Source: an optimization exercise on an open RTL-to-GDS flow (aim: small area, a short achievable clock period and few clock cycles). Production flows keep margins and buffers that such runs may drop.
In this exercise RTL edits were held to simulation tests only and were not proved equivalent to the original.
Power and IR drop assume default switching activity.

[design/flow/design.v]
module vm_core (
    input  wire        clk,
    input  wire        rst,           
    output wire [31:0] imem_addr,
    input  wire [63:0] imem_rdata,
    input  wire [31:0] prog_len,
    output reg  [1:0]  status,        
    output reg  [3:0]  fault_kind,
    output wire [31:0] fault_index,
    output wire        out_valid,
    output wire [31:0] out_data,
    input  wire [1:0]  insp_sel,      
    input  wire [4:0]  insp_addr,
    output reg  [31:0] insp_data
);
    localparam ST_RUN     = 2'd0;
    localparam ST_HALTED  = 2'd1;
    localparam ST_ENDED   = 2'd2;
    localparam ST_FAULTED = 2'd3;
    localparam F_OVERFLOW  = 4'd1;
    localparam F_UNDERFLOW = 4'd2;
    localparam F_OOM       = 4'd3;
    localparam F_OOB       = 4'd4;
    localparam F_DIVZERO   = 4'd5;
    localparam F_UNKNOWN   = 4'd6;
    localparam F_NOOPERAND = 4'd7;
    localparam F_PCRANGE   = 4'd8;
    localparam OP_PUSH  = 8'h01, OP_POP   = 8'h02, OP_DUP   = 8'h03, OP_SWAP  = 8'h04;
    localparam OP_ADD   = 8'h05, OP_SUB   = 8'h06, OP_MUL   = 8'h07, OP_DIV   = 8'h08;
    localparam OP_MOD   = 8'h09, OP_STORE = 8'h0A, OP_LOAD  = 8'h0B, OP_JMP   = 8'h0C;
    localparam OP_JZ    = 8'h0D, OP_JNZ   = 8'h0E, OP_CALL  = 8'h0F, OP_RET   = 8'h10;
    localparam OP_ALLOC = 8'h11, OP_FREE  = 8'h12, OP_STH   = 8'h13, OP_LDH   = 8'h14;
    localparam OP_PRINT = 8'h15, OP_HALT  = 8'h16;
    localparam M_EXEC = 2'd0, M_DIV = 2'd1, M_MUL = 2'd2, M_RET = 2'd3;
    localparam R_IMM = 4'd0, R_TOS = 4'd1, R_ALU = 4'd2, R_MUL = 4'd3, R_NEG = 4'd4,
               R_NOS = 4'd5, R_ZERO = 4'd6, R_ST = 4'd7, R_HP = 4'd8, R_HEAP = 4'd9,
               R_PC = 4'd10, R_R = 4'd11, R_DIV = 4'd12;
    function [31:0] mux8(input [255:0] v, input [2:0] s);
        reg [31:0] a0, a1, a2, a3, b0, b1;
        begin
            a0 = s[0] ? v[ 63: 32] : v[ 31:  0];
            a1 = s[0] ? v[127: 96] : v[ 95: 64];
            a2 = s[0] ? v[191:160] : v[159:128];
            a3 = s[0] ? v[255:224] : v[223:192];
            b0 = s[1] ? a1 : a0;
            b1 = s[1] ? a3 : a2;
            mux8 = s[2] ? b1 : b0;
        end
    endfunction
    function [7:0] mux8b(input [63:0] v, input [2:0] s);
        reg [7:0] a0, a1, a2, a3, b0, b1;
        begin
            a0 = s[0] ? v[15: 8] : v[ 7: 0];
            a1 = s[0] ? v[31:24] : v[23:16];
            a2 = s[0] ? v[47:40] : v[39:32];
            a3 = s[0] ? v[63:56] : v[55:48];
            b0 = s[1] ? a1 : a0;
            b1 = s[1] ? a3 : a2;
            mux8b = s[2] ? b1 : b0;
        end
    endfunction
    function [5:0] clz32(input [31:0] x);
        reg [31:0] v;
        reg [5:0]  n;
        begin
            n = 6'd0; v = x;
            if (v[31:16] == 16'd0) begin n = n + 6'd16; v = v << 16; end
            if (v[31:24] == 8'd0)  begin n = n + 6'd8;  v = v << 8;  end
            if (v[31:28] == 4'd0)  begin n = n + 6'd4;  v = v << 4;  end
            if (v[31:30] == 2'd0)  begin n = n + 6'd2;  v = v << 2;  end
            if (v[31] == 1'b0)     begin n = n + 6'd1;  v = v << 1;  end
            if (v[31] == 1'b0)     n = n + 6'd1;
            clz32 = n;
        end
    endfunction
    reg [31:0] pc;
    reg [4:0]  sp;                  
    reg [31:0] fp;
    reg [5:0]  hp;                  
    reg [31:0] se [0:7];            
    reg [31:0] so [0:7];            
    reg [7:0]  heap [0:31];
    reg [31:0] stat [0:7];
    reg [1:0]  mode;
    reg [31:0] rR;                  
    reg [31:0] rD;                  
    reg [31:0] rQ;                  
    reg [4:0]  cnt;
    reg        dnorm;               
    reg        dfin;                
    reg        neg_q, neg_r, is_mod;
    wire pc_lt = ($signed(pc) < $signed(prog_len));
    wire run  = (status == ST_RUN);
    wire exec = run && (mode == M_EXEC);
    assign imem_addr = pc;
    wire [7:0]  opc = imem_rdata[7:0];
    wire        ov  = imem_rdata[8];
    wire [31:0] imm = imem_rdata[63:32];
    wire [31:0] pc_inc = pc + 32'd1;
    wire [255:0] se_flat = {se[7], se[6], se[5], se[4], se[3], se[2], se[1], se[0]};
    wire [255:0] so_flat = {so[7], so[6], so[5], so[4], so[3], so[2], so[1], so[0]};
    reg  [3:0] base;
    reg  [2:0] e_idx, o_idx;
    wire [31:0] e_out = mux8(se_flat, e_idx);
    wire [31:0] o_out = mux8(so_flat, o_idx);
    wire [31:0] tos = base[0] ? e_out : o_out;
    wire [31:0] nos = base[0] ? o_out : e_out;
    wire sp_empty = (sp == 5'd0);
    wire sp_one   = (sp == 5'd1);
    wire sp_full  = sp[4];
    wire [255:0] st_flat = {stat[7], stat[6], stat[5], stat[4], stat[3], stat[2], stat[1], stat[0]};
    wire [2:0]  st_idx = run ? tos[2:0] : insp_addr[2:0];
    wire [31:0] st_rd  = mux8(st_flat, st_idx);
    wire        st_oob = |tos[31:3];
    wire [4:0] ha     = run ? tos[4:0] : insp_addr;
    wire       hp_oob = (|tos[31:5]) | (tos[4:0] > 5'd28);
    wire [2:0] li0 = run ? tos[4:2] + {2'd0, tos[1:0] != 2'd0} : insp_addr[4:2];
    wire [2:0] li1 = run ? tos[4:2] + {2'd0, tos[1]} : insp_addr[4:2];
    wire [2:0] li2 = run ? tos[4:2] + {2'd0, tos[1:0] == 2'd3} : insp_addr[4:2];
    wire [2:0] li3 = ha[4:2];
    wire [63:0] l0_flat = {heap[28], heap[24], heap[20], heap[16], heap[12], heap[8], heap[4], heap[0]};
    wire [63:0] l1_flat = {heap[29], heap[25], heap[21], heap[17], heap[13], heap[9], heap[5], heap[1]};
    wire [63:0] l2_flat = {heap[30], heap[26], heap[22], heap[18], heap[14], heap[10], heap[6], heap[2]};
    wire [63:0] l3_flat = {heap[31], heap[27], heap[23], heap[19], heap[15], heap[11], heap[7], heap[3]};
    wire [31:0] lanes = {mux8b(l3_flat, li3), mux8b(l2_flat, li2), mux8b(l1_flat, li1), mux8b(l0_flat, li0)};
    reg  [31:0] heap_rd;
    always @(*) begin
        case (ha[1:0])
            2'd0: heap_rd = lanes;
            2'd1: heap_rd = {lanes[7:0],  lanes[31:8]};
            2'd2: heap_rd = {lanes[15:0], lanes[31:16]};
            default: heap_rd = {lanes[23:0], lanes[31:24]};
        endcase
    end
    reg  [31:0] heap_wd;
    always @(*) begin
        case (tos[1:0])
            2'd0: heap_wd = nos;
            2'd1: heap_wd = {nos[23:0], nos[31:24]};
            2'd2: heap_wd = {nos[15:0], nos[31:16]};
            default: heap_wd = {nos[7:0],  nos[31:8]};
        endcase
    end
    wire [5:0] ha_end = {1'b0, tos[4:0]} + 6'd3;
    wire        alu_sub = ~opc[0] & ~opc[4];    
    wire [32:0] alu = {1'b0, nos} + {1'b0, tos ^ {32{alu_sub}}} + {32'd0, alu_sub};
    wire        free_hit = (alu == {27'd0, hp});
    wire [6:0] alloc_sum = {1'b0, hp} + {1'b0, tos[5:0]};
    wire       alloc_oom = (|tos[31:6]) | (alloc_sum > 7'd32);
    wire        miter = (mode == M_MUL);
    wire [31:0] mx = miter ? rD : nos;
    wire [3:0]  md = miter ? rQ[3:0] : tos[3:0];
    wire [31:0] mp = miter ? rR : 32'd0;
    wire [31:0] mul_out = mp + (md[0] ? mx : 32'd0) + (md[1] ? {mx[30:0], 1'b0} : 32'd0)
                             + (md[2] ? {mx[29:0], 2'b0} : 32'd0) + (md[3] ? {mx[28:0], 3'b0} : 32'd0);
    wire        mul_last = miter ? ~|rQ[31:4] : ~|tos[31:4];
    wire        diter   = (mode == M_DIV);
    wire [5:0]  la      = clz32(rR);
    wire [5:0]  lb      = clz32(rD);
    wire        a_small = (la > lb);         
    wire [4:0]  dk      = a_small ? 5'd0 : (lb[4:0] - la[4:0]);
    wire [31:0] d_al    = rD << dk;
    wire [31:0] d_cur   = dnorm ? d_al : rD;
    wire [4:0]  c_cur   = dnorm ? dk : cnt;
    wire [32:0] dsub    = {1'b0, rR} - {1'b0, d_cur};
    wire        take    = ~dsub[32];
    wire [31:0] r_nx    = take ? dsub[31:0] : rR;
    wire [31:0] q_nx    = {rQ[30:0], take};
    wire [31:0] fin_sel = is_mod ? r_nx : q_nx;
    wire        fin_neg = is_mod ? neg_r : neg_q;
    wire [31:0] neg_in  = dfin ? (is_mod ? rR : rQ) : nos;
    wire        neg_do  = dfin | nos[31];
    wire [31:0] neg_out = neg_do ? (32'd0 - neg_in) : neg_in;
    wire [31:0] b_mag   = tos[31] ? (32'd0 - tos) : tos;
    reg [1:0]  pcsel;               
    reg [4:0]  n_sp;
    reg [31:0] n_fp;
    reg [5:0]  n_hp;
    reg [1:0]  n_status;
    reg [3:0]  n_fkind;
    reg [1:0]  n_mode;
    reg        we;                  
    reg        wpair;               
    reg [1:0]  wsub;                
    reg        wsec_nos;            
    reg [3:0]  rsel;                
    reg        st_we, heap_we;
    reg        ld_div, ld_mul, ld_ret;
    reg        flt;
    reg [3:0]  fk;
    always @(*) begin
        pcsel    = 2'd0;
        n_sp     = sp;
        n_fp     = fp;
        n_hp     = hp;
        n_status = status;
        n_fkind  = fault_kind;
        n_mode   = mode;
        we = 1'b0; wpair = 1'b0; wsub = 2'd0; wsec_nos = 1'b0; rsel = R_IMM;
        st_we = 1'b0; heap_we = 1'b0;
        ld_div = 1'b0; ld_mul = 1'b0; ld_ret = 1'b0;
        flt = 1'b0; fk = 4'd0;
        if (run) begin
            case (mode)
            M_EXEC: begin
                if (!pc_lt) begin
                    n_status = ST_ENDED;
                end else if (pc[31]) begin
                    n_status = ST_FAULTED;
                    n_fkind  = F_PCRANGE;
                end else begin
                    pcsel = 2'd1;
                    case (opc)
                        OP_PUSH: begin
                            if (!ov) begin flt = 1'b1; fk = F_NOOPERAND; end
                            else if (sp_full) begin flt = 1'b1; fk = F_OVERFLOW; end
                            else begin
                                we = 1'b1; wsub = 2'd0; rsel = R_IMM;
                                n_sp = sp + 5'd1;
                            end
                        end
                        OP_POP: begin
                            if (sp_empty) begin flt = 1'b1; fk = F_UNDERFLOW; end
                            else n_sp = sp - 5'd1;
                        end
                        OP_DUP: begin
                            if (sp_empty) begin flt = 1'b1; fk = F_UNDERFLOW; end
                            else if (sp_full) begin flt = 1'b1; fk = F_OVERFLOW; end
                            else begin
                                we = 1'b1; wsub = 2'd0; rsel = R_TOS;
                                n_sp = sp + 5'd1;
                            end
                        end
                        OP_SWAP: begin
                            if (sp_empty) begin flt = 1'b1; fk = F_UNDERFLOW; end
                            else if (sp_one) begin n_sp = 5'd0; flt = 1'b1; fk = F_UNDERFLOW; end
                            else begin
                                we = 1'b1; wpair = 1'b1; wsub = 2'd2; rsel = R_TOS; wsec_nos = 1'b1;
                            end
                        end
                        OP_ADD, OP_SUB: begin
                            if (sp_empty) begin flt = 1'b1; fk = F_UNDERFLOW; end
                            else if (sp_one) begin n_sp = 5'd0; flt = 1'b1; fk = F_UNDERFLOW; end
                            else begin
                                we = 1'b1; wsub = 2'd2; rsel = R_ALU;
                                n_sp = sp - 5'd1;
                            end
                        end
                        OP_MUL: begin
                            if (sp_empty) begin flt = 1'b1; fk = F_UNDERFLOW; end
                            else if (sp_one) begin n_sp = 5'd0; flt = 1'b1; fk = F_UNDERFLOW; end
                            else if (mul_last) begin
                                we = 1'b1; wsub = 2'd2; rsel = R_MUL;
                                n_sp = sp - 5'd1;
                            end else begin
                                ld_mul = 1'b1; n_mode = M_MUL;
                            end
                        end
                        OP_DIV, OP_MOD: begin
                            if (sp_empty) begin flt = 1'b1; fk = F_UNDERFLOW; end
                            else if (sp_one) begin n_sp = 5'd0; flt = 1'b1; fk = F_UNDERFLOW; end
                            else if (tos == 32'd0) begin n_sp = sp - 5'd2; flt = 1'b1; fk = F_DIVZERO; end
                            else begin
                                ld_div = 1'b1; n_mode = M_DIV;
                            end
                        end
                        OP_STORE: begin
                            if (sp_empty) begin flt = 1'b1; fk = F_UNDERFLOW; end
                            else if (sp_one) begin n_sp = 5'd0; flt = 1'b1; fk = F_UNDERFLOW; end
                            else begin
                                n_sp = sp - 5'd2;
                                if (st_oob) begin flt = 1'b1; fk = F_OOB; end
                                else st_we = 1'b1;
                            end
                        end
                        OP_LOAD: begin
                            if (sp_empty) begin flt = 1'b1; fk = F_UNDERFLOW; end
                            else if (st_oob) begin n_sp = sp - 5'd1; flt = 1'b1; fk = F_OOB; end
                            else begin
                                we = 1'b1; wsub = 2'd1; rsel = R_ST;
                            end
                        end
                        OP_JMP: begin
                            if (!ov) begin flt = 1'b1; fk = F_NOOPERAND; end
                            else pcsel = 2'd2;
                        end
                        OP_JZ, OP_JNZ: begin
                            if (!ov) begin flt = 1'b1; fk = F_NOOPERAND; end
                            else if (sp_empty) begin flt = 1'b1; fk = F_UNDERFLOW; end
                            else begin
                                n_sp = sp - 5'd1;
                                if ((tos == 32'd0) == (opc == OP_JZ)) pcsel = 2'd2;
                            end
                        end
                        OP_CALL: begin
                            if (!ov) begin flt = 1'b1; fk = F_NOOPERAND; end
                            else if (sp_full) begin flt = 1'b1; fk = F_OVERFLOW; end
                            else if (sp == 5'd15) begin
                                we = 1'b1; wsub = 2'd0; rsel = R_PC;
                                n_sp = 5'd16;
                                flt = 1'b1; fk = F_OVERFLOW;
                            end else begin
                                we = 1'b1; wpair = 1'b1; wsub = 2'd0; rsel = R_PC;
                                n_sp = sp + 5'd2;
                                n_fp = {27'd0, sp + 5'd2};
                                pcsel = 2'd2;
                            end
                        end
                        OP_RET: begin
                            if (sp_empty) begin flt = 1'b1; fk = F_UNDERFLOW; end
                            else if (fp[31]) begin n_sp = sp - 5'd1; flt = 1'b1; fk = F_UNDERFLOW; end
                            else if (fp > 32'd16) begin n_sp = sp - 5'd1; flt = 1'b1; fk = F_OVERFLOW; end
                            else if (fp < 32'd2) begin n_sp = 5'd0; flt = 1'b1; fk = F_UNDERFLOW; end
                            else begin
                                ld_ret = 1'b1; n_mode = M_RET;
                            end
                        end
                        OP_ALLOC: begin
                            if (sp_empty) begin flt = 1'b1; fk = F_UNDERFLOW; end
                            else if (alloc_oom) begin n_sp = sp - 5'd1; flt = 1'b1; fk = F_OOM; end
                            else begin
                                we = 1'b1; wsub = 2'd1; rsel = R_HP;
                                n_hp = alloc_sum[5:0];
                            end
                        end
                        OP_FREE: begin
                            if (sp_empty) begin flt = 1'b1; fk = F_UNDERFLOW; end
                            else if (sp_one) begin n_sp = 5'd0; flt = 1'b1; fk = F_UNDERFLOW; end
                            else begin
                                n_sp = sp - 5'd2;
                                if (free_hit) n_hp = nos[5:0];
                            end
                        end
                        OP_STH: begin
                            if (sp_empty) begin flt = 1'b1; fk = F_UNDERFLOW; end
                            else if (sp_one) begin n_sp = 5'd0; flt = 1'b1; fk = F_UNDERFLOW; end
                            else begin
                                n_sp = sp - 5'd2;
                                if (hp_oob) begin flt = 1'b1; fk = F_OOB; end
                                else heap_we = 1'b1;
                            end
                        end
                        OP_LDH: begin
                            if (sp_empty) begin flt = 1'b1; fk = F_UNDERFLOW; end
                            else if (hp_oob) begin n_sp = sp - 5'd1; flt = 1'b1; fk = F_OOB; end
                            else begin
                                we = 1'b1; wsub = 2'd1; rsel = R_HEAP;
                            end
                        end
                        OP_PRINT: begin
                            if (sp_empty) begin flt = 1'b1; fk = F_UNDERFLOW; end
                            else n_sp = sp - 5'd1;
                        end
                        OP_HALT: begin
                            n_status = ST_HALTED;
                        end
                        default: begin flt = 1'b1; fk = F_UNKNOWN; end
                    endcase
                    if (flt) begin
                        n_status = ST_FAULTED;
                        n_fkind  = fk;
                    end
                end
            end
            M_DIV: begin
                if (dfin) begin
                    we = 1'b1; wsub = 2'd2; rsel = R_NEG;
                    n_sp = sp - 5'd1;
                    n_mode = M_EXEC;
                end else if (c_cur == 5'd0 && !fin_neg) begin
                    we = 1'b1; wsub = 2'd2; rsel = R_DIV;
                    n_sp = sp - 5'd1;
                    n_mode = M_EXEC;
                end
            end
            M_MUL: begin
                if (mul_last) begin
                    we = 1'b1; wsub = 2'd2; rsel = R_MUL;
                    n_sp = sp - 5'd1;
                    n_mode = M_EXEC;
                end
            end
            default: begin  
                we = 1'b1; wsub = 2'd2; rsel = R_R;
                n_sp = fp[4:0] - 5'd1;
                n_fp = tos;
                pcsel = 2'd3;
                n_mode = M_EXEC;
            end
            endcase
        end
    end
    reg [31:0] rbus;
    always @(*) begin
        case (rsel)
            R_IMM:  rbus = imm;
            R_TOS:  rbus = tos;
            R_ALU:  rbus = alu[31:0];
            R_MUL:  rbus = mul_out;
            R_NEG:  rbus = neg_out;
            R_DIV:  rbus = fin_sel;
            R_ST:   rbus = st_rd;
            R_HP:   rbus = {26'd0, hp};
            R_HEAP: rbus = heap_rd;
            R_PC:   rbus = pc_inc;
            R_R:    rbus = rR;
            default: rbus = 32'd0;
        endcase
    end
    wire [15:0] oh_p1 = 16'd1 << (base + 4'd1);
    wire [15:0] oh_0  = 16'd1 << base;
    wire [15:0] oh_m1 = 16'd1 << (base - 4'd1);
    wire [15:0] oh_m2 = 16'd1 << (base - 4'd2);
    wire w_p1 = wpair & (wsub == 2'd0);
    wire w_0  = we & (wsub == 2'd0);
    wire w_m1 = (we & (wsub == 2'd1)) | (wpair & (wsub == 2'd2));
    wire w_m2 = we & (wsub == 2'd2);
    wire [15:0] wen = ({16{w_p1}} & oh_p1) | ({16{w_0}} & oh_0) | ({16{w_m1}} & oh_m1) | ({16{w_m2}} & oh_m2);
    wire [31:0] wsec = wsec_nos ? nos : fp;
    wire [31:0] e_bus = (wpair &  base[0]) ? wsec : rbus;
    wire [31:0] o_bus = (wpair & ~base[0]) ? wsec : rbus;
    wire [31:0] e_d = rst ? 32'd0 : e_bus;
    wire [31:0] o_d = rst ? 32'd0 : o_bus;
    wire [31:0] st_d  = rst ? 32'd0 : nos;
    wire [31:0] hw_d  = rst ? 32'd0 : heap_wd;
    genvar g;
    generate
        for (g = 0; g < 8; g = g + 1) begin : g_stk
            wire we_e = wen[2*g];
            wire we_o = wen[2*g+1];
            always @(posedge clk) begin
                if (rst | we_e) se[g] <= e_d;
                if (rst | we_o) so[g] <= o_d;
            end
        end
        for (g = 0; g < 8; g = g + 1) begin : g_stat
            wire w = st_we & (tos[2:0] == g);
            always @(posedge clk)
                if (rst | w) stat[g] <= st_d;
        end
        for (g = 0; g < 32; g = g + 1) begin : g_heap
            wire w = heap_we & ({1'b0, tos[4:0]} <= g) & (ha_end >= g);
            always @(posedge clk)
                if (rst | w) heap[g] <= hw_d[8*(g%4) +: 8];
        end
    endgenerate
    reg [31:0] n_pc;
    always @(*) begin
        case (pcsel)
            2'd0: n_pc = pc;
            2'd1: n_pc = pc_inc;
            2'd2: n_pc = imm;
            default: n_pc = nos;
        endcase
    end
    wire [3:0]  n_base = rst ? 4'd0 : (n_mode == M_RET) ? fp[3:0] : n_sp[3:0];
    wire [2:0]  n_bh_m1 = n_base[3:1] - 3'd1;
    always @(posedge clk) begin
        base  <= n_base;
        o_idx <= n_bh_m1;
        e_idx <= n_base[0] ? n_base[3:1] : n_bh_m1;
        if (rst) begin
            pc          <= 32'd0;
            sp          <= 5'd0;
            fp          <= 32'd0;
            hp          <= 6'd0;
            status      <= ST_RUN;
            fault_kind  <= 4'd0;
            mode        <= M_EXEC;
        end else begin
            pc          <= n_pc;
            sp          <= n_sp;
            fp          <= n_fp;
            hp          <= n_hp;
            status      <= n_status;
            fault_kind  <= n_fkind;
            mode        <= n_mode;
        end
        if (rst) begin
            dfin   <= 1'b0;
        end else if (ld_div) begin
            rR     <= neg_out;
            rD     <= b_mag;
            rQ     <= 32'd0;
            dnorm  <= 1'b1;
            dfin   <= 1'b0;
            neg_q  <= nos[31] ^ tos[31];
            neg_r  <= nos[31];
            is_mod <= (opc == OP_MOD);
        end else if (ld_mul) begin
            rR <= mul_out;
            rD <= {nos[27:0], 4'd0};
            rQ <= {4'd0, tos[31:4]};
        end else if (ld_ret) begin
            rR <= tos;
        end else if (diter) begin
            rR    <= r_nx;
            rQ    <= q_nx;
            rD    <= {1'b0, d_cur[31:1]};
            cnt   <= c_cur - 5'd1;
            dnorm <= 1'b0;
            dfin  <= (c_cur == 5'd0) & fin_neg;
        end else if (miter) begin
            rR <= mul_out;
            rD <= {rD[27:0], 4'd0};
            rQ <= {4'd0, rQ[31:4]};
        end
    end
    assign fault_index = (status != ST_FAULTED) ? 32'd0 :
                         (fault_kind == F_PCRANGE) ? pc : (pc - 32'd1);
    assign out_valid = ~rst & exec & pc_lt & ~pc[31] & (opc == OP_PRINT) & ~sp_empty;
    assign out_data  = tos;
    wire [31:0] insp_stk = insp_addr[0] ? mux8(so_flat, insp_addr[3:1]) : mux8(se_flat, insp_addr[3:1]);
    always @(*) begin
        case (insp_sel)
            2'd0: case (insp_addr[1:0])
                      2'd0: insp_data = pc;
                      2'd1: insp_data = {27'd0, sp};
                      2'd2: insp_data = fp;
                      default: insp_data = {26'd0, hp};
                  endcase
            2'd1: insp_data = insp_stk;
            2'd2: insp_data = {24'd0, heap_rd[7:0]};
            default: insp_data = st_rd;
        endcase
    end
endmodule
[design/flow/flow/run.sh]
#!/bin/bash
# The standard layout (the standard.sh, all steps to finish), with timing repair
# asked to reach a setup slack margin of SETUP_MARGIN ns instead of 0. The constraints
# (constraint.sdc, clock period) are unchanged; only the repair works harder.
set -euo pipefail
SETUP_MARGIN=8
sed "s/CLKGATE_MAP_FILE= /CLKGATE_MAP_FILE= SETUP_SLACK_MARGIN=${SETUP_MARGIN} /" standard.sh > standard_margin.sh
grep -q "SETUP_SLACK_MARGIN=${SETUP_MARGIN}" standard_margin.sh
bash standard_margin.sh > make_finish.log 2>&1
[design/flow/constraint.sdc]
create_clock -name core_clock -period 17.0 [get_ports {clk}]
set_input_delay 3.4000 -clock core_clock [delete_from_list [all_inputs] [get_ports {clk}]]
set_output_delay 3.4000 -clock core_clock [all_outputs]
set_load 0.01 [all_outputs]
[design/flow/config.mk]
export PLATFORM = sky130hd
export DESIGN_NAME = vm_core
export DESIGN_NICKNAME = vm_core
export VERILOG_FILES = /design/flow/design.v
export SDC_FILE = /design/flow/constraint.sdc
export NUM_CORES = 4
export LEC_CHECK = 0
export ABC_AREA = 1
export CAP_MARGIN = 30
export CORE_MARGIN = 2
export CORE_UTILIZATION = 35
export CTS_BUF_LIST = sky130_fd_sc_hd__clkbuf_8
export PLACE_DENSITY = 0.45
export SLEW_MARGIN = 30
[design/flow/standard.sh]
#!/bin/bash
# synth_recipe.tcl (not shown) runs the flow's synth.tcl, then flattens the netlist and writes it again
# the make line also repeats each setting of config.mk as NAME=value (left out here)
make -C /OpenROAD-flow-scripts/flow DESIGN_CONFIG=/design/flow/config.mk WORK_HOME=/design/flow/orfs CLKGATE_MAP_FILE= SYNTH_SCRIPT=/design/flow/synth_recipe.tcl "${@:-finish}"
==> results.yml, run 1 <==
power_and_ir_drop:
  power_density_nw_per_um2: 139
  p_leak_nw: 41.7
  finalPower_mw: 14.1
  ir_drop_v: 0.0000885
critical_path:
  crit_path_max_fanout: 8
  startpoint_type: "input port"
  critPathSlowestCell: "mux2_2"
  crit_arrival_ns: 6.18
  critical_path.cell_chain: "buf_16, clkinv_16, nand2_8, buf_12, o21ai_4, buf_12, buf_4, mux2_2, o21ai_0, nand2_1, nand2_4, o22ai_1, a31oi_1, nand2_2, a21oi_4, o211ai_1, buf_2"
  cp_common_cell: "buf_12"
  crit_family: "compound AO/OA/AOI/OAI gates"
  end_kind: "primary output"
  worstPathRequired_ns: 13.60
  slowest_delay_ns: 0.32
  crit_buf_inv: 6
  crit_type: "input port to primary output"
cells_and_area:
  layout-drive-gt1-share_pct: 15.0
  final_cell_mix: "2,115 x nand2_1, 1,129 x edfxtp_1, 1,054 x inv_1, 956 x o21ai_0, 951 x nor2_1"
  layout.nets: 11400
  syn_to_final_growth_pct: 21.1
  fillers: 24300
  final_common_cell: "nand2_1"
clock_network:
  clk_pin_slew_ns: 0.06
  htreeDepth: 4
  numCtsBuffers: 222
  cts_hold_buffers: 0
  clock_path_buffers: 3
  worstSkewPairLatency_ns: 1.10
  cts_sinks: 1223
  root_buffer: "clkbuf_8"
  cts_tree: "built"
routing:
  top_layer_used: "met5"
  route.vias.total: 87300
  wirelength_met1_mm: 200
  drc: 0
  routed_wl_mm: 511
  wl_per_cell_um: 35.6
  avgViaCountPerCell: 6.07
  ant_nets: 0
  drt_iter0_markers: 12700
  dr_wl_met3_mm: 54.3
  drt_first_pass_iters: 19
  wl_met2_mm: 214
sta:
  tns_ns: 0
  fin_worst_skew_ns: 0.0994
  worst_slew_pin_slew_ns: 1.20
  hold_viol: 0
  setup_viol: 0
  fin_crit_ns: 9.58
  post-route-period-util_pct: 56.3
  max_slew_margin_pct: 20.0
  rsz0062_at_grt: "true"
  drv_slew: 0
  fmax_mhz: 104
yosys:
  avgSynthCellArea_sq_um: 7.94
  synth-seq-area-share_pct: 42.8
  synth_edf_count: 1129
  ys.flop_type: "edfxtp_1"
  synth_area_sq_um: 83700
  synth_cell_types: 78
  async_flop_share_pct: 0
  ys_ff_latch: 1223
  syn_nets: 10900
  yosysWarnings: 5
  netlist_instances: 10500
run:
  max-cap-violations: 0
die:
  coreArea_sq_um: 238000
  die_y_um: 493
  dieArea_sq_um: 243000
  rows: 179
  fp.dieW_um: 493
  start_util_pct: 35.2
  ios: 240
placed_design:
  portBuffers: 216
  place_congestion: 1.05
  dp_hpwl_mm: 354
min_path:
  hp-class: "register to register"
grt:
  grt_pass1_vias: 79600
  antenna_found_initial: 69
  overflow: 0
  grt_max_degree: 130
  grt_usage_pct: 40.4
  grt_pass1_wl_mm: 678
status:
  status: "complete, no violations"
## cells in the mapped netlist (53+ instances only)
| master | count | area share, % |
|---|---|---|
| fa_1 | 92 | 2.2 |
| o22ai_1 | 113 | 0.84 |
| buf_1 | 53 | 0.24 |
| dfxtp_1 | 94 | 2.2 |
| edfxtp_1 | 1129 | 41 |
| clkbuf_1 | 370 | 1.7 |
| inv_1 | 1052 | 4.7 |
| a21oi_1 | 733 | 4.4 |
| mux2i_1 | 54 | 0.65 |
| a22oi_1 | 140 | 1.3 |
| o211ai_1 | 257 | 2.3 |
| buf_2 | 95 | 0.57 |
| nor3_1 | 88 | 0.53 |
| nand4_1 | 117 | 0.87 |
| nand3_1 | 757 | 4.5 |
| o21ai_0 | 1027 | 6.1 |
| nand2_1 | 2238 | 10 |
| ha_1 | 187 | 2.8 |
| xor2_1 | 164 | 1.7 |
| nor2_1 | 1027 | 4.6 |
## metal layers
layer	track usage, %	vias up
met1	51.7	42900
met4	28.2	42
met2	59.0	5556
met3	10.9	1263
met5	0	-
li1	-	37500
## worst min-delay path: stages (launching register included)
cell and delay (ns):
dfxtp_1 0.32, nand2_1 0.07, a21oi_1 0.06
## stage by stage
stage               area [sq um]  util, %  setup WS [ns]  hold WS (ns)  cells
finish                    101000     42.6           7.42         0.497  14400
global placement           89300     37.5           4.49         0.478  13600
global route              101000     42.6           7.43         0.519  14300
detailed placement         89400     37.6           4.60         0.486  13600
floorplan                  83700        -           8.22         0.461  10500
CTS                        98600     41.4           7.47         0.498  14200
## report_power, final
| group | switching (mW) | internal, mW |
|---|---|---|
| combinational | 5.13 | 2.37 |
| sequential | 0.148 | 3.65 |
| clock | 1.43 | 1.40 |
| total | 6.70 | 7.42 |
## path summary, 6_finish.rpt
check | from | endpoint | slack [ns] | cells after the start
max | insp_addr[2] | insp_data[1] | 7.42 | 17
max reg2reg | base[0]$_DFF_P_ | so[0][26]$_DFFE_PP_ | 8.12 | 29
min | fault_kind[3]$_SDFFE_PP0P_ | fault_kind[3]$_SDFFE_PP0P_ | 0.50 | 2
min reg2reg | fault_kind[3]$_SDFFE_PP0P_ | fault_kind[3]$_SDFFE_PP0P_ | 0.50 | 2
## final cells by class
class / count / area (sq um) / area share, %
repair buffers: 795 / 8440 / 8.33
multi-input cells: 7633 / 44200 / 43.7
flip-flops and latches: 1223 / 35800 / 35.3
diodes: 41 / 103 / 0.101
clock inverters: 182 / 1170 / 1.16
well taps: 3167 / 3960 / 3.91
repair inverters: 5 / 48.8 / 0.0482
inverters: 1105 / 4420 / 4.36
clock buffers: 228 / 3140 / 3.10
## cells by family after synthesis
group	after synthesis	synth area share [%]
flip-flops	1223	42.8
AO/OA/AOI/OAI	2642	18.5
buffers and inverters	1694	8.25
adder cells (fa/ha/maj)	279	5.00
multiplexers	96	1.21
AND/OR/NAND/NOR	4400	22.1
XOR/XNOR	208	2.18
## registers in the layout, indices dropped and copies added (netlist names), 2 cells and up
| signal | cells |
|---|---|
| o_idx | 3 |
| e_idx | 3 |
| so | 256 |
| status | 2 |
| mode | 2 |
| hp | 6 |
| rQ | 32 |
| pc | 32 |
| heap | 256 |
| stat | 256 |
| sp | 5 |
| se | 256 |
| rD | 32 |
| rR | 32 |
| fp | 32 |
| fault_kind | 4 |
| cnt | 5 |
| base | 4 |
## timing repair
action / 4_1_cts / 5_1_grt
setup endpoints to repair: 1194 / 1092
pin swaps: 126 / 147
setup buffers: 147 / 133
gates resized for setup: 796 / 290
cloned: 43 / 13
Testbench counts, summed over its fixed seeds: cycles 51,792.
==> run 2: changes to the inputs <==
==> design/flow/run.sh (new file) <==
#!/bin/bash
# synth_recipe.tcl (not shown) runs the flow's synth.tcl, then flattens the netlist and writes it again
# the make line also repeats each setting of config.mk as NAME=value (left out here)
make -C /OpenROAD-flow-scripts/flow DESIGN_CONFIG=/design/flow/config.mk WORK_HOME=/design/flow/orfs CLKGATE_MAP_FILE= SYNTH_SCRIPT=/design/flow/synth_recipe.tcl finish
--- a/design/flow/config.mk
+++ b/design/flow/config.mk
@@ -9,6 +9,6 @@
 export CAP_MARGIN = 30
 export CORE_MARGIN = 2
 export CORE_UTILIZATION = 35
-export CTS_BUF_LIST = sky130_fd_sc_hd__clkbuf_8
 export PLACE_DENSITY = 0.45
+export SETUP_SLACK_MARGIN = 5
 export SLEW_MARGIN = 30
removed: design/flow/flow/run.sh
removed: design/flow/standard.sh
==> run 2 against run 1 <==
  * Clock skew decreased by 0.022 ns
  * Via count decreased by 3.7%
  * Sequential share of layout area increased by 2.5 points
  * Critical path depth decreased by 1
  * Design area decreased by 6.6%
  * Die area unchanged
  * Count of clock-buffer cells in the layout decreased by 44
  * Hold slack got worse by 0.0035 ns
  * Worst setup slack got worse by 2.3 ns
  * Sequential power about the same
  * Global-route usage decreased by 1.6 points
  * Critical path type unchanged
  * Critical endpoint is now insp_data[23]
==> results.yml, run 2 <==
routing:
  ant_nets: 0
  top_layer_used: "met5"
  wl_met2_mm: 207
  route.vias.total: 84000
  drt_first_pass_iters: 19
  drc: 0
  drt_iter0_markers: 11800
  avgViaCountPerCell: 6.04
  wirelength_met1_mm: 195
  dr_wl_met3_mm: 48.0
  wl_per_cell_um: 35.1
  routed_wl_mm: 488
yosys:
  netlist_instances: 10500
  async_flop_share_pct: 0
  ys_ff_latch: 1223
  synth_top_area_share_pct: 40.5
  ys.flop_type: "edfxtp_1"
  synth_edf_count: 1129
  yosysWarnings: 5
  synth_cell_types: 78
  syn_nets: 10900
  synth-seq-area-share_pct: 42.8
  yosys.area.top_type: "edfxtp_1"
  avgSynthCellArea_sq_um: 7.94
  synthTopCellsByArea: "edfxtp_1 41%, nand2_1 10%, o21ai_0 6.1%"
  synth_area_sq_um: 83700
  synth.most_common_cell: "nand2_1"
  netlist_top_cells_count: "2,238 x nand2_1, 1,129 x edfxtp_1, 1,052 x inv_1"
placed_design:
  pre_cts_ws_ns: 4.60
  place_congestion: 1.05
  place_area_sq_um: 89400
  dp_hpwl_mm: 354
  portBuffers: 216
sta:
  fin_worst_skew_ns: 0.0779
  setup_viol: 0
  fin_crit_ns: 11.90
  hold_viol: 0
  post-route-period-util_pct: 70.0
  drv_slew: 0
  holdWs_ns: 0.493
  max_slew_margin_pct: 18.5
  fin_ws_ns: 5.10
  rsz0062_at_grt: "false"
  fmax_mhz: 84.1
  tns_ns: 0
  worst_slew_pin_slew_ns: 1.22
grt:
  grt_usage_pct: 38.8
  grt_pass1_vias: 76900
  grt_max_degree: 145
  grt_pass1_wl_mm: 652
  antenna_found_initial: 66
  overflow: 0
run:
  max-cap-violations: 0
cells_and_area:
  syn_to_final_growth_pct: 13.1
  multiInputGateArea_sq_um: 41500
  fin_area_sq_um: 94700
  finish.utilization_pct: 39.8
  final_cell_mix: "2,228 x nand2_1, 1,129 x edfxtp_1, 1,039 x inv_1, 1,017 x nor2_1, 1,001 x o21ai_0"
  layout.nets: 11000
  layout-drive-gt1-share_pct: 7.23
  final_common_cell: "nand2_1"
  fillers: 24700
  layout.area.seq_sq_um: 35800
min_path:
  holdPathEnd: "fault_kind[3]$_SDFFE_PP0P_"
  hp-class: "register to register"
  hold_start: "fault_kind[3]$_SDFFE_PP0P_"
  holdPathStages: 2
clock_network:
  numCtsBuffers: 150
  cts_sinks: 1223
  cts_hold_buffers: 0
  htreeDepth: 4
  cts_tree: "built"
  clk_pin_slew_ns: 0.06
  root_buffer: "clkbuf_16"
  worstSkewPairLatency_ns: 0.89
  clock_path_buffers: 3
critical_path:
  startpoint_type: "input port"
  timing.rr.end: "so[5][15]$_DFFE_PP_"
  r2r-start: "rR[31]$_DFFE_PP_"
  crit_arrival_ns: 8.50
  crit_path_max_fanout: 99
  r2r_cells: 40
  crit_type: "input port to primary output"
  reg2reg_setup_slack_ns: 5.68
  worstPathRequired_ns: 13.60
  end_kind: "primary output"
die:
  fp.dieW_um: 493
  ios: 240
  rows: 179
  die_y_um: 493
  start_util_pct: 35.2
  coreArea_sq_um: 238000
  dieArea_sq_um: 243000
power_and_ir_drop:
  ir_drop_v: 0.0000931
  power_density_nw_per_um2: 138
  p_leak_nw: 38.6
status:
  status: "complete, no violations"
[run 2: cell counts after synthesis]
No cell type changed its count.
[run 2: report_power, final]
part / switching, mW / internal [mW]
Sequential: 0.142 / 3.65
Combinational: 4.50 / 1.54
Clock: 1.44 / 1.82
[run 2: per-layer routing]
metal	GRT usage [%]	vias up
li1	-	36600
met1	50.3	41400
met2	56.7	4894
met3	9.69	1077
met4	26.5	26
met5	0	-
[run 2: worst max-delay path by stage]
stage	from	endpoint	slack, ns
after global placement	rD[27]$_DFFE_PP_	so[7][23]$_DFFE_PP_	4.49
after global routing	o_idx[2]$_DFF_P_	insp_data[5]	5.02
after floorplan	insp_addr[1]	insp_data[19]	8.22
final	insp_addr[1]	insp_data[23]	5.10
after detailed placement	rR[31]$_DFFE_PP_	so[6][23]$_DFFE_PP_	4.60
after CTS	insp_addr[1]	insp_data[21]	5.00
[run 2: stage by stage]
stage | total power [mW] | cells
CTS | 12.9 | 13900
global route | 13.5 | 13900
global placement | 9.65 | 13600
finish | 13.1 | 13900
floorplan | 6.88 | 10500
detailed placement | 9.67 | 13600
[run 2: cells by family (layout without fill, tap and decap cells)]
family | count (synthesis) | after routing | share of synthesized area, %
AOI/OAI and AO/OA | 2642 | 2642 | 18.5
DFF | 1223 | 1223 | 42.8
other | 0 | 37 | 0
buffers and inverters | 1694 | 1849 | 8.25
muxes | 96 | 96 | 1.21
adders and majority gates | 279 | 279 | 5.00
and+or+nand+nor | 4400 | 4402 | 22.1
xor gates and xnor gates | 208 | 208 | 2.18
[run 2: what timing repair did]
action                     CTS  global route
gates cloned                 2             1
gates resized for setup      9            21
pin swaps                    1             1
setup buffers                0             1
setup endpoints to repair  129           530
[run 2: cell type report]
class                      instances  share of cell area (%)
antenna                           37                  0.0978
clock buffer                     184                    4.13
clock inverter                    86                    1.05
inverter                        1105                    4.41
multi-input combinational       7627                    43.8
sequential                      1223                    37.8
tap                             3167                    4.19
timing repair buffer             473                    4.50
timing repair inverter             1                 0.00529
[run 2: worst max-delay path, cell delays in order]
cell	delay (ns)
buf_12	0.31
inv_4	0.35
nand2_1	0.24
o21ai_2	0.23
inv_1	0.45
nand2_2	0.40
inv_2	0.31
buf_12	0.33
a22oi_1	0.14
nand2_1	0.12
nor2_1	0.04
a31oi_1	0.49
nand2_1	0.28
o311ai_0	0.27
buf_4	0.25
clkdlybuf4s50_1	0.54

[port drivers added, routing unchanged]
In the flow no input, the clock included, has a driving cell. The finished layouts below were timed again as built, in two steps.
Step 1 assumes that a clkbuf_16 drives the clock port and a buf_2 every other input.
Step 2 adds t to the input delays and takes it off the output delays; t is the mean of the earliest and latest rising clock arrival at the registers after step 1. Input paths then give back, and output paths get back, about the clock's delay inside the block.
Slacks: no drivers / after step 1 / after step 2; pairs: no drivers / after step 1.
run | t, ns | slack for setup (ns) | worst setup path at the end | pins driven straight from the clock port
run 1 | 1.149 | 7.421 / 7.184 / 7.184 | input to output | 1
run 2 | 0.956 | 5.103 / 5.027 / 5.038 | input to output | 1
After both steps setup and hold are still met in every run listed. The setup slack of run 1, which loses most, moves by -0.237 ns with the drivers and by -0.237 ns with both steps.
